From an optimization exercise on the open Yosys and OpenROAD flow, aimed at small area, a short achievable clock period and few clock cycles; shortcuts taken in it are not production practice. RTL that was checked went through simulation tests only; none was proved equivalent to the original. The clock port is modelled as an ideal driver, which makes a skipped or thinned clock tree look cheaper than it is; a real chip needs a root buffer or a tree. No activity file was given, so power comes from the tool's default toggle rates.

Setup of alpha:
==> flow/design.v (excerpt) <==
module frame_decoder (
    input  wire       clk,
    input  wire       rst,
    input  wire       rx_valid,
    input  wire [7:0] rx_data,
    output wire       rx_ready,
    output reg        fr_valid,
    output reg        fr_sof,
    output reg        fr_eof,
    output reg  [7:0] fr_data,
    output reg        err_valid,
    output reg  [1:0] err_code,
    output wire [7:0] err_info
);
    localparam BUF_CAP = 128;           
    localparam N       = BUF_CAP + 2;   
    localparam VD      = 6;             
    reg  [8*N-1:0] ring;
    wire [7:0]     rdat = ring[8*N-1 -: 8];    
    function [7:0] lf_fwd;
        input [7:0] s;
        lf_fwd = {s[6:0], s[7] ^ s[5] ^ s[4] ^ s[3]};
    endfunction
    function [7:0] lf_back;
        input [7:0] s;
        lf_back = {s[0] ^ s[6] ^ s[5] ^ s[4], s[7:1]};
    endfunction
    function [7:0] lf_steps;    
        input [7:0] s;
        input integer k;
  ...
Size: ~1700 cells after synthesis, roughly 1100 flip-flops, about 34 I/O pins, about 26000 sq um of cells after synthesis.
clock: 6.0 ns
lec_check: 0
abc_area: 1
cap_margin: 20
core_margin: 2
core_utilization: 60
setup_slack_margin: 4.2
slew_margin: 20
tns_end_percent: 20
standard.sh (not shown) runs the stock make flow with config.mk's settings and CLKGATE_MAP_FILE= SYNTH_SCRIPT=/design/flow/synth_recipe.tcl, a recipe that flattens the netlist after the stock synthesis.
==> flow/flow/run.sh <==
#!/bin/bash
# The standard layout, except for the clock tree: flow/pre_cts.tcl builds
# a two-level tree of inverters (clock port -> 4 root inverters -> 42 leaf
# inverters -> flip-flops) before the CTS step, in place of TritonCTS's three
# levels of buffers.
# The rest of the CTS step (legalisation, timing repair) runs as usual.
# Port buffers are buf_2 instead of the default delay-cell buffers.
set -euo pipefail
here=$(pwd)
export PRE_CTS_TCL="$here/flow/pre_cts.tcl"
export BUFFER_PORTS_ARGS="-buffer_cell sky130_fd_sc_hd__buf_2"
bash standard.sh > "$here/standard.log" 2>&1
==> flow/flow/pre_cts.tcl <==
# Runs in ORFS's CTS step, before clock_tree_synthesis. Builds a balanced
# two-level clock tree of inverters by hand (two inversions, so every
# flip-flop sees the clock's own polarity) and turns the clock_tree_synthesis call of the
# step into a no-op, so the step's legalisation and repair act on this tree.
# The flip-flop clock pins are split into equal clusters by recursive
# bisection of their locations; one leaf inverter per cluster sits at its
# centroid, and the leaves are split the same way among the root inverters,
# which the clock port drives directly.
set mt_nleaf 42
set mt_nroot 4
set mt_root_master sky130_fd_sc_hd__clkinv_16
set mt_leaf_master sky130_fd_sc_hd__clkinv_8

proc mt_split {pts k} {
  if {$k <= 1} { return [list $pts] }
  set xs [lmap p $pts {lindex $p 0}]
  set ys [lmap p $pts {lindex $p 1}]
  set dx [expr {[tcl::mathfunc::max {*}$xs] - [tcl::mathfunc::min {*}$xs]}]
  set dy [expr {[tcl::mathfunc::max {*}$ys] - [tcl::mathfunc::min {*}$ys]}]
  set idx [expr {$dx >= $dy ? 0 : 1}]
  set s [lsort -real -index $idx $pts]
  set k1 [expr {$k / 2}]
  set k2 [expr {$k - $k1}]
  set n1 [expr {int(round(double([llength $s]) * $k1 / $k))}]
  return [concat [mt_split [lrange $s 0 [expr {$n1 - 1}]] $k1] \
                 [mt_split [lrange $s $n1 end] $k2]]
}

proc mt_centroid {pts} {
  set sx 0.0
  set sy 0.0
  foreach p $pts {
    set sx [expr {$sx + [lindex $p 0]}]
    set sy [expr {$sy + [lindex $p 1]}]
  }
  set n [llength $pts]
  return [list [expr {int($sx / $n)}] [expr {int($sy / $n)}]]
}

proc mt_inverter {block m name xy net_in net_out} {
  set inst [odb::dbInst_create $block $m $name]
  $inst setLocation [lindex $xy 0] [lindex $xy 1]
  $inst setPlacementStatus PLACED
  [$inst findITerm A] connect $net_in
  [$inst findITerm Y] connect $net_out
  [$inst findITerm VPWR] connect [$block findNet VDD]
  [$inst findITerm VGND] connect [$block findNet VSS]
  return $inst
}

proc mt_build {clkname nleaf nroot rmaster lmaster} {
  set db [ord::get_db]
  set block [ord::get_db_block]
  set rm [$db findMaster $rmaster]
  set lm [$db findMaster $lmaster]
  set clk [$block findNet $clkname]
  set pts {}
  foreach it [$clk getITerms] {
    set bb [[$it getInst] getBBox]
    lappend pts [list [expr {([$bb xMin] + [$bb xMax]) / 2}] \
                      [expr {([$bb yMin] + [$bb yMax]) / 2}] $it]
  }
  puts "pre_cts: [llength $pts] clock sinks, $nleaf leaf inverters, $nroot root inverters"
  set leaves {}
  set i 0
  foreach c [mt_split $pts $nleaf] {
    set net [odb::dbNet_create $block "clknet_leaf_$i"]
    $net setSigType CLOCK
    foreach p $c {
      set it [lindex $p 2]
      $it disconnect
      $it connect $net
    }
    set xy [mt_centroid $c]
    lappend leaves [list [lindex $xy 0] [lindex $xy 1] $net $i]
    incr i
  }
  set j 0
  foreach g [mt_split $leaves $nroot] {
    set rnet [odb::dbNet_create $block "clknet_root_$j"]
    $rnet setSigType CLOCK
    foreach p $g {
      mt_inverter $block $lm "clkinv_leaf_[lindex $p 3]" [lrange $p 0 1] $rnet [lindex $p 2]
    }
    mt_inverter $block $rm "clkinv_root_$j" [mt_centroid $g] $clk $rnet
    incr j
  }
}

# Each flip-flop that drives an output port's buffer goes next to that
# buffer (the port side of the layout), before the tree is clustered.
proc mt_move_out_flops {} {
  set block [ord::get_db_block]
  set n 0
  foreach bt [$block getBTerms] {
    if {[$bt getIoType] ne "OUTPUT"} { continue }
    foreach it [[$bt getNet] getITerms] {
      if {![$it isOutputSignal]} { continue }
      set buf [$it getInst]
      set a [$buf findITerm A]
      if {$a eq "NULL" || [$a getNet] eq "NULL"} { continue }
      foreach it2 [[$a getNet] getITerms] {
        if {![$it2 isOutputSignal]} { continue }
        set ff [$it2 getInst]
        if {![string match *__df* [[$ff getMaster] getName]]} { continue }
        set loc [$buf getLocation]
        $ff setLocation [lindex $loc 0] [lindex $loc 1]
        incr n
      }
    }
  }
  puts "pre_cts: moved $n output flip-flops next to their port buffers"
}
mt_move_out_flops

mt_build clk $mt_nleaf $mt_nroot $mt_root_master $mt_leaf_master

rename clock_tree_synthesis tritoncts_clock_tree_synthesis
proc clock_tree_synthesis {args} {
  puts "pre_cts: clock tree already built; clock_tree_synthesis $args skipped"
  set_propagated_clock [all_clocks]
}

# The step next clones each clock-tree inverter for every flip-flop it
# drives, which would undo the tree; the tree needs none of that.
rename repair_clock_inverters orfs_repair_clock_inverters
proc repair_clock_inverters {args} {
  puts "pre_cts: repair_clock_inverters skipped"
}
alpha completed every stage of the flow, and the final layout passed the timing, DRC and antenna checks.
Testbench counts of alpha, summed over its fixed seeds: cycles 25,007.
For beta, these inputs were changed with respect to alpha:
Settings: TNS_END_PERCENT now 5, was 20; SETUP_SLACK_MARGIN now 4.1, was 4.2.
diff --git a/flow/flow/run.sh b/flow/flow/run.sh
--- a/flow/flow/run.sh
+++ b/flow/flow/run.sh
@@ -1,5 +1,5 @@
 #!/bin/bash
 # The standard layout, except for the clock tree: flow/pre_cts.tcl builds
-# a two-level tree of inverters (clock port -> 4 root inverters -> 42 leaf
+# a two-level tree of inverters (clock port -> 4 root inverters -> 48 leaf
 # inverters -> flip-flops) before the CTS step, in place of TritonCTS's three
 # levels of buffers.
diff --git a/flow/flow/pre_cts.tcl b/flow/flow/pre_cts.tcl
--- a/flow/flow/pre_cts.tcl
+++ b/flow/flow/pre_cts.tcl
@@ -7,5 +7,5 @@
 # centroid, and the leaves are split the same way among the root inverters,
 # which the clock port drives directly.
-set mt_nleaf 42
+set mt_nleaf 48
 set mt_nroot 4
 set mt_root_master sky130_fd_sc_hd__clkinv_16
@@ -61,5 +61,5 @@
                       [expr {([$bb yMin] + [$bb yMax]) / 2}] $it]
   }
-  puts "pre_cts: [llength $pts] clock sinks, $nleaf leaf inverters, $nroot root inverters"
+  puts "pre_cts: [llength $pts] clock sinks, $nleaf leaf buffers, $nroot root buffers"
   set leaves {}
   set i 0
@@ -88,30 +88,4 @@
 }
 
-# Each flip-flop that drives an output port's buffer goes next to that
-# buffer (the port side of the layout), before the tree is clustered.
-proc mt_move_out_flops {} {
-  set block [ord::get_db_block]
-  set n 0
-  foreach bt [$block getBTerms] {
-    if {[$bt getIoType] ne "OUTPUT"} { continue }
-    foreach it [[$bt getNet] getITerms] {
-      if {![$it isOutputSignal]} { continue }
-      set buf [$it getInst]
-      set a [$buf findITerm A]
-      if {$a eq "NULL" || [$a getNet] eq "NULL"} { continue }
-      foreach it2 [[$a getNet] getITerms] {
-        if {![$it2 isOutputSignal]} { continue }
-        set ff [$it2 getInst]
-        if {![string match *__df* [[$ff getMaster] getName]]} { continue }
-        set loc [$buf getLocation]
-        $ff setLocation [lindex $loc 0] [lindex $loc 1]
-        incr n
-      }
-    }
-  }
-  puts "pre_cts: moved $n output flip-flops next to their port buffers"
-}
-mt_move_out_flops
-
 mt_build clk $mt_nleaf $mt_nroot $mt_root_master $mt_leaf_master
 
Findings:
- After detailed routing, alpha needs more wire than beta.
- Lower combinational power goes to beta over alpha.
- Between beta and alpha, it is beta whose fraction of the cycle the final worst path needs is lower, by 0.30 points.
- In the tables for beta and alpha, time the worst path needs with I/O delays and setup reads lower with beta.
- Compared with alpha, in beta synthesis-to-layout area growth now smaller; final worst slack now larger; total via count in the routed design now smaller; source-to-sink clock delay at the later pin of the worst-skew pair now larger.
- Per the comparison of beta with alpha, post-cts repair resize count down 65%; global-route wire length before repair down about 2.1%.
Input-level comparison between gamma and beta:
diff --git a/flow/flow/run.sh b/flow/flow/run.sh
--- a/flow/flow/run.sh
+++ b/flow/flow/run.sh
@@ -1,5 +1,5 @@
 #!/bin/bash
 # The standard layout, except for the clock tree: flow/pre_cts.tcl builds
-# a two-level tree of inverters (clock port -> 4 root inverters -> 48 leaf
+# a two-level tree of inverters (clock port -> 4 root inverters -> 42 leaf
 # inverters -> flip-flops) before the CTS step, in place of TritonCTS's three
 # levels of buffers.
diff --git a/flow/flow/pre_cts.tcl b/flow/flow/pre_cts.tcl
--- a/flow/flow/pre_cts.tcl
+++ b/flow/flow/pre_cts.tcl
@@ -7,5 +7,5 @@
 # centroid, and the leaves are split the same way among the root inverters,
 # which the clock port drives directly.
-set mt_nleaf 48
+set mt_nleaf 42
 set mt_nroot 4
 set mt_root_master sky130_fd_sc_hd__clkinv_16
@@ -61,5 +61,5 @@
                       [expr {([$bb yMin] + [$bb yMax]) / 2}] $it]
   }
-  puts "pre_cts: [llength $pts] clock sinks, $nleaf leaf buffers, $nroot root buffers"
+  puts "pre_cts: [llength $pts] clock sinks, $nleaf leaf inverters, $nroot root inverters"
   set leaves {}
   set i 0
@@ -88,4 +88,30 @@
 }
 
+# Each flip-flop that drives an output port's buffer goes next to that
+# buffer (the port side of the layout), before the tree is clustered.
+proc mt_move_out_flops {} {
+  set block [ord::get_db_block]
+  set n 0
+  foreach bt [$block getBTerms] {
+    if {[$bt getIoType] ne "OUTPUT"} { continue }
+    foreach it [[$bt getNet] getITerms] {
+      if {![$it isOutputSignal]} { continue }
+      set buf [$it getInst]
+      set a [$buf findITerm A]
+      if {$a eq "NULL" || [$a getNet] eq "NULL"} { continue }
+      foreach it2 [[$a getNet] getITerms] {
+        if {![$it2 isOutputSignal]} { continue }
+        set ff [$it2 getInst]
+        if {![string match *__df* [[$ff getMaster] getName]]} { continue }
+        set loc [$buf getLocation]
+        $ff setLocation [lindex $loc 0] [lindex $loc 1]
+        incr n
+      }
+    }
+  }
+  puts "pre_cts: moved $n output flip-flops next to their port buffers"
+}
+mt_move_out_flops
+
 mt_build clk $mt_nleaf $mt_nroot $mt_root_master $mt_leaf_master
 
Results
gamma: full flow OK, the timing, DRC and antenna checks passed
Launching element of the worst setup path: rx_data[7] -> gamma, rx_data[3] -> beta
[compare] base=beta new=gamma: number of placed I/O pins barely changed; wire length per cell rose by about 2%; fraction of power spent switching nets lost 0.34 points.
In every run of this note, the design's own scripts or RTL, not TritonCTS, make the clock network.

* * *

Another version of the RTL of frame_decoder (not shown whole).
For scale: about 1700 cells after synthesis, about 1100 flip-flops, ~34 I/O pins, roughly 26000 sq um of cells after synthesis.
clock: 6.0 ns
lec_check: 0
abc_area: 1
cap_margin: 20
core_margin: 2
core_utilization: 66
setup_slack_margin: 4.1
slew_margin: 20
tns_end_percent: 5
==> flow/flow/run.sh <==
#!/bin/bash
# The standard layout, except for the clock tree: flow/pre_cts.tcl builds
# a two-level tree (clock port -> 4 root buffers -> 44 leaf buffers ->
# flip-flops) before the CTS step, in place of TritonCTS's three levels.
# The rest of the CTS step (legalisation, timing repair) runs as usual.
# Port buffers are buf_2 instead of the default delay-cell buffers.
set -euo pipefail
here=$(pwd)
export PRE_CTS_TCL="$here/flow/pre_cts.tcl"
export BUFFER_PORTS_ARGS="-buffer_cell sky130_fd_sc_hd__buf_2"
bash standard.sh > "$here/standard.log" 2>&1
Other scripts of this flow, unchanged in this note and not shown: flow/flow/pre_cts.tcl
Testbench counts at the start, summed over its fixed seeds: cycles 25,007.
==> next run, changes <==
--- a/flow/config.mk
+++ b/flow/config.mk
@@ -11,2 +11,2 @@
-export CORE_UTILIZATION = 66
-export SETUP_SLACK_MARGIN = 4.1
+export CORE_UTILIZATION = 60
+export SETUP_SLACK_MARGIN = 4.2
@@ -14 +14 @@
-export TNS_END_PERCENT = 5
+export TNS_END_PERCENT = 10
The new run produced a clean layout; hold slack gets worse by 0.011 ns; synthesized area does not change; critical path depth is unchanged; routed wire length is lower by 3.8%; design area went up by 1.1%; via count goes up by 0.65%; register-to-register slack improved by 0.03 ns; die area rose by 9.8%; synthesized cell count stays the same.
==> next run, changes <==
--- a/flow/config.mk
+++ b/flow/config.mk
@@ -12 +12 @@
-export SETUP_SLACK_MARGIN = 4.2
+export SETUP_SLACK_MARGIN = 4.4
@@ -14 +14 @@
-export TNS_END_PERCENT = 10
+export TNS_END_PERCENT = 5
Critical path depth stays the same.
Worst hold slack hardly moves.
Cell count decreases by 0.46%.
Final area decreases by about 0.5%.
Synthesized area stays the same.
Combinational power decreases by 5.0%.
Setup slack is about the same.
Power stays flat.
==> next run, changes <==
--- a/flow/flow/run.sh
+++ b/flow/flow/run.sh
@@ -6 +5,0 @@
-# Port buffers are buf_2 instead of the default delay-cell buffers.
@@ -10 +8,0 @@
-export BUFFER_PORTS_ARGS="-buffer_cell sky130_fd_sc_hd__buf_2"
--- a/flow/config.mk
+++ b/flow/config.mk
@@ -12 +12 @@
-export SETUP_SLACK_MARGIN = 4.4
+export SETUP_SLACK_MARGIN = 3.9
@@ -14 +13,0 @@
-export TNS_END_PERCENT = 5
=>
- synthesized cell count is unchanged
- area after synthesis stays the same
- setup slack loses 0.020 ns
==> next run, changes <==
--- a/flow/flow/run.sh
+++ b/flow/flow/run.sh
@@ -5,0 +6 @@
+# Port buffers are buf_2 instead of the default delay-cell buffers.
@@ -8,0 +10 @@
+export BUFFER_PORTS_ARGS="-buffer_cell sky130_fd_sc_hd__buf_2"
--- a/flow/config.mk
+++ b/flow/config.mk
@@ -13,0 +14 @@
+export TNS_END_PERCENT = 5
=>
- worst hold slack degrades by 0.011 ns
- final cell count goes down by 0.79%
- total power went down by 0.46%
==> next run, changes <==
--- a/flow/config.mk
+++ b/flow/config.mk
@@ -8 +8 @@
-export ABC_AREA = 1
+export ABC_AREA = 0
@@ -12 +12 @@
-export SETUP_SLACK_MARGIN = 3.9
+export SETUP_SLACK_MARGIN = 4.1
What happened:
- design area barely changes
- total power shrinks by 5.3%
- worst setup slack got worse by 0.077 ns
- global-route usage is about the same
- flip-flop and latch count does not change
- first-iteration DRC count grows by 21%
- final cell count shrinks by 2.9%
- wire length grows by 0.30%
- core utilization hardly moves
In every run of this note, the design's own scripts or RTL, not TritonCTS, make the clock network.

* * *

the previous run:
frame_decoder, a different RTL version from the one above (not shown whole).
For scale: ~1600 cells after synthesis, ~1100 flip-flops, about 0.026 mm² of cells after synthesis.
==> flow/design.v (excerpt) <==
module frame_decoder (
    input  wire       clk,
    input  wire       rst,
    input  wire       rx_valid,
    input  wire [7:0] rx_data,
    output wire       rx_ready,
    output reg        fr_valid,
    output reg        fr_sof,
    output reg        fr_eof,
    output reg  [7:0] fr_data,
    output reg        err_valid,
    output reg  [1:0] err_code,
    output wire [7:0] err_info
);
clock: 6.0 ns
lec_check: 0
abc_area: 0
abc_clock_period_in_ps: 2500
cap_margin: 20
core_margin: 2
core_utilization: 60
cts_buf_list: sky130_fd_sc_hd__clkbuf_16
cts_cluster_diameter: 60
cts_cluster_size: 36
setup_slack_margin: 3.7
slew_margin: 20
run.sh (not shown) runs the stock make flow with config.mk's settings and CLKGATE_MAP_FILE= SYNTH_SCRIPT=/design/flow/synth_recipe.tcl, a recipe that flattens the netlist after the stock synthesis.
Stock flow here: none of the scripts above is used.
The previous run finished all stages; the layout is clean.
--- input diff the previous run..the current run ---
- ABC_CLOCK_PERIOD_IN_PS changed from 2500 to 2000
- SETUP_SLACK_MARGIN changed from 3.7 to 4.0
- CTS_CLUSTER_SIZE changed from 36 to 30
- CTS_CLUSTER_DIAMETER removed (was 60)
- CTS_BUF_LIST changed from sky130_fd_sc_hd__clkbuf_16 to sky130_fd_sc_hd__clkbuf_8
--- outcome ---
Going from the previous run to the current run, via count normalized by instance count shrank slightly. Lower worst setup slack among the current run and the previous run: the current run. Routed length on met3 (the current run over the previous run): increase, 15%.
Function was not checked in any run of this note: the RTL went through the layout flow alone.

what the ideal ports hide:
In the flow no input, the clock included, has a driving cell. The finished layouts below were timed again as built, in two steps. Step 1, drivers: a clkbuf_16 drives clk and a buf_2 each remaining input, both assumed. Step 2 also shifts input and output timing later by t, the mid clock arrival at the registers, as if the neighbouring blocks saw the same clock. Three values: ideal ports, drivers, drivers and shift; two values: the first two.
| run | t (ns) | setup WS [ns] | worst hold slack (ns) | latest minus earliest clock arrival (ns) | worst data-port slew with drivers (ns) |
|---|---|---|---|---|---|
| alpha | 0.522 | 3.945 / 3.762 / 3.606 | 0.311 / 0.312 / 0.312 | 0.050 / 0.051 | 0.10 |
| beta | 0.544 | 3.963 / 3.745 / 3.628 | 0.319 / 0.320 / 0.320 | 0.047 / 0.047 | 0.11 |
| gamma | 0.522 | 3.934 / 3.759 / 3.620 | 0.311 / 0.311 / 0.311 | 0.051 / 0.052 | 0.12 |
| the first run of note 2 | 0.515 | 3.890 / 3.775 / 3.457 | 0.326 / 0.326 / 0.326 | 0.029 / 0.028 | 0.08 |
| the second run of note 2 | 0.519 | 3.898 / 3.784 / 3.474 | 0.315 / 0.315 / 0.315 | 0.039 / 0.040 | 0.07 |
| the third run of note 2 | 0.522 | 3.897 / 3.781 / 3.478 | 0.315 / 0.315 / 0.315 | 0.038 / 0.037 | 0.07 |
| the fourth run of note 2 | 0.518 | 3.877 / 3.785 / 3.438 | 0.326 / 0.326 / 0.326 | 0.028 / 0.029 | 0.05 |
| the fifth run of note 2 | 0.521 | 3.809 / 3.694 / 3.437 | 0.314 / 0.314 / 0.314 | 0.040 / 0.040 | 0.04 |
| the sixth run of note 2 | 0.516 | 3.732 / 3.639 / 3.297 | 0.320 / 0.320 / 0.320 | 0.032 / 0.032 | 0.04 |
| the previous run | 0.649 | 3.591 / 3.537 / 2.968 | 0.306 / 0.306 / 0.306 | 0.039 / 0.038 | 0.04 |
| the current run | 0.798 | 3.445 / 3.392 / 2.935 | 0.313 / 0.313 / 0.313 | 0.027 / 0.027 | 0.07 |
After both steps every run listed still meets setup and hold. The setup slack of the previous run, which loses most, moves by -0.054 ns with the drivers and by -0.623 ns with both steps.
